Source: an optimization exercise on an open RTL-to-GDS flow (aim: small area, a short achievable clock period and few clock cycles). Production flows keep margins and buffers that such runs may drop.
Power figures rest on the tool's default switching activity, not on a simulated workload.

==> flow/design.v (excerpt) <==
module milight_periph (
    input  wire        clk,
    input  wire        rst,
    input  wire        in_valid,
    output wire        in_ready,
    input  wire [1:0]  in_kind,
    input  wire [15:0] in_word,
    output reg         out_valid,
    output reg  [7:0]  out_data,
    output wire [1:0]  attn
);
    localparam [3:0] A_ACT    = 4'b0010,
                     A_CFG    = 4'b0100,
                     A_START  = 4'b0110,
                     A_STEP   = 4'b1000,
                     A_TICK   = 4'b1001,
                     A_ARB    = 4'b1010,
                     A_TMO    = 4'b1011,
                     A_WSTART = 4'b1100,
                     A_WWRITE = 4'b1101,
                     A_WREAD  = 4'b1110,
                     A_WSTOP  = 4'b1111;
    wire [3:0] cmd_op  = in_word[15:12];
    wire [7:0] ip      = in_word[7:0];
    wire [3:0] sq_op   = in_word[7:4];
    wire [1:0] wk      = in_word[9:8];
    wire       k_cmd   = (in_kind == 2'd0);
    wire       k_sq    = (in_kind == 2'd1);
    wire       cb_ok   = (in_word[11:9] == 3'd0);
    wire       sb_ok   = (in_word[3:1] == 3'd0);
    wire [3:0] op_d  = k_cmd ? {1'b0, cmd_op[1:0], 1'b0} :
                       k_sq  ? {2'b10, sq_op[2], sq_op[0]} : {2'b11, wk};
    wire       bus_d = k_cmd ? in_word[8] : k_sq ? in_word[0] : in_kind[0];
    wire cmd_ok = (cmd_op == 4'h1) || (cmd_op == 4'h2) || (cmd_op == 4'h3 && !ip[7]);
    wire sq_ok  = (sq_op == 4'h1) || (sq_op == 4'h2) || (sq_op == 4'h4) || (sq_op == 4'h5);
    wire w_ok   = !(wk == 2'b10 && ip[7:1] != 7'd0) && !(wk == 2'b11 && ip != 8'h00);
    wire ex_d   = k_cmd ? cmd_ok && cb_ok : k_sq ? sq_ok && sb_ok : w_ok;
    wire rst_d  = k_cmd && (in_word == 16'hF000);    
    wire [7:0] defd     = in_word[8] ? 8'hC6 : 8'h3F;
  ...
For scale: roughly 530 cells after synthesis, about 120 flip-flops, roughly 5300 um^2 of cells after synthesis.
export LEC_CHECK = 0
export CAP_MARGIN = 20
export CORE_MARGIN = 2
export CORE_UTILIZATION = 40
export PLACE_DENSITY = 0.8
export SETUP_SLACK_MARGIN = 3.9
export SLEW_MARGIN = 20
create_clock -name core_clock -period 6.0 [get_ports {clk}]
standard.sh (not shown) runs the stock make flow with config.mk's settings and CLKGATE_MAP_FILE= SYNTH_SCRIPT=/design/flow/synth_recipe.tcl, a recipe that flattens the netlist after the stock synthesis.
==> flow/flow/run.sh <==
#!/bin/bash
# The standard layout (standard.sh, with the standard flow's synthesis) with two changes:
# the port buffers are buf_2 cells, and the clock tree is built from a
# clkbuf_16 root and clkbuf_4 cluster buffers, without dummy loads.
export BUFFER_PORTS_ARGS="-buffer_cell sky130_fd_sc_hd__buf_2"
export CTS_ARGS="-sink_clustering_enable -repair_clock_nets -buf_list sky130_fd_sc_hd__clkbuf_4 -root_buf sky130_fd_sc_hd__clkbuf_16 -dont_use_dummy_load -sink_clustering_size 30"
bash standard.sh > standard.log 2>&1
Next try:
CORE_UTILIZATION = 55   (was 40)
PLACE_DENSITY = unset   (was 0.8)
=> Area after synthesis does not change; setup slack is worse by 0.049 ns; die area shrinks by a quarter to a third; non-clock buffer count rises by 2; global-route usage climbs by 6.5 points; final cell count shrinks by a few percent; critical path depth came out higher by 1; final area is lower slightly; maximum frequency falls by a few percent; total power goes down slightly.
Next try:
CORE_UTILIZATION = 40   (was 55)
What happened:
- setup slack gains 0.071 ns
- total power stays flat
- via count is lower by 2.8%
- design area barely changes
- synthesized cell count is unchanged
- sequential cell count is unchanged
- cell count is higher by about 6.5%
- count of clock-buffer cells in the layout stays the same
Function was not checked in any run of this note: the RTL went through the layout flow alone.

* * *

run 1:
Another version of the RTL of milight_periph (not shown whole).
For scale: about 520 cells after synthesis, roughly 120 flip-flops, ~33 I/O pins.
==> flow/design.v (excerpt) <==
module milight_periph (
    input  wire        clk,
    input  wire        rst,
    input  wire        in_valid,
    output wire        in_ready,
    input  wire [1:0]  in_kind,
    input  wire [15:0] in_word,
    output reg         out_valid,
    output reg  [7:0]  out_data,
    output wire [1:0]  attn
);
    localparam [3:0] A_ACT    = 4'b0010,
                     A_CFG    = 4'b0100,
                     A_START  = 4'b0110,
                     A_STEP   = 4'b1000,
                     A_TICK   = 4'b1001,
                     A_ARB    = 4'b1010,
                     A_TMO    = 4'b1011,
                     A_WSTART = 4'b1100,
                     A_WWRITE = 4'b1101,
                     A_WREAD  = 4'b1110,
                     A_WSTOP  = 4'b1111;
    wire [3:0] cmd_op  = in_word[15:12];
    wire [7:0] ip      = in_word[7:0];
    wire [3:0] sq_op   = in_word[7:4];
    wire [1:0] wk      = in_word[9:8];
    wire       k_cmd   = (in_kind == 2'd0);
    wire       k_sq    = (in_kind == 2'd1);
  ...
export LEC_CHECK = 0
export CAP_MARGIN = 20
export CORE_MARGIN = 2
export CORE_UTILIZATION = 40
export SETUP_SLACK_MARGIN = 3.8
export SLEW_MARGIN = 20
create_clock -name core_clock -period 6.0 [get_ports {clk}]
Scripts as last shown in full above: flow/flow/run.sh
Every stage of the flow completed for run 1, and the final layout passed the timing, DRC and antenna checks.
Edits applied to the flow inputs when going from run 1 to run 2:
- SETUP_SLACK_MARGIN changed from 3.8 to 3.9
### Flow results
- Per the final summary, run 2 finished and its layout is clean on timing, DRC and antenna.
- Compared with run 1, run 2 shows a lower count of filler cells inserted in the layout.
- Compared run 2 against run 1; clock group share of total power within noise.
- Side by side, final critical path time including I/O delays and setup turned out lower in run 2 than in run 1.
- The final reports for run 2 and run 1 show number of detailed-routing iterations run before antenna repair lower in the former.
- ex$_DFF_P_ as the critical path endpoint was reported by run 1, and u_bus1.seq_mask[2]$_DFFE_PP_ by run 2.
- Run 1 reports its kind of critical path as input pin to flip-flop while run 2 reports flip-flop to flip-flop.
- Number of instances resized during post-cts repair grows by more than a quarter when moving from run 1 to run 2.
Function was not checked in any run of this note: the RTL went through the layout flow alone.

## what the ideal ports hide
The flow's constraints put no driver on any port. The routed layouts listed below were extracted and timed again, unchanged, in two steps. Step 1 sets driving cells, clkbuf_16 on the clock port and buf_2 on the other inputs (assumed; they add their load-dependent delay and slew). Step 2, shift: input delay + t, output delay - t, t = (earliest + latest rising clock arrival at the registers) / 2. This alone moves slack from input paths to output paths. Three values: ideal ports, drivers, drivers and shift; two values: the first two.
run	t, ns	setup slack, ns	worst setup path after step 2	pins driven straight from the clock port
the first run of note 1	0.390	3.781 / 3.781 / 3.391	input to register	1
the second run of note 1	0.379	3.732 / 3.734 / 3.355	input to register	1
the third run of note 1	0.390	3.803 / 3.805 / 3.415	input to register	1
run 1	0.382	3.769 / 3.768 / 3.387	input to register	1
run 2	0.387	3.884 / 3.884 / 3.533	input to register	1
After both steps setup and hold are still met in every run listed. The setup slack of the first run of note 1, which loses most, moves by 0.000 ns with the drivers and by -0.390 ns with both steps.
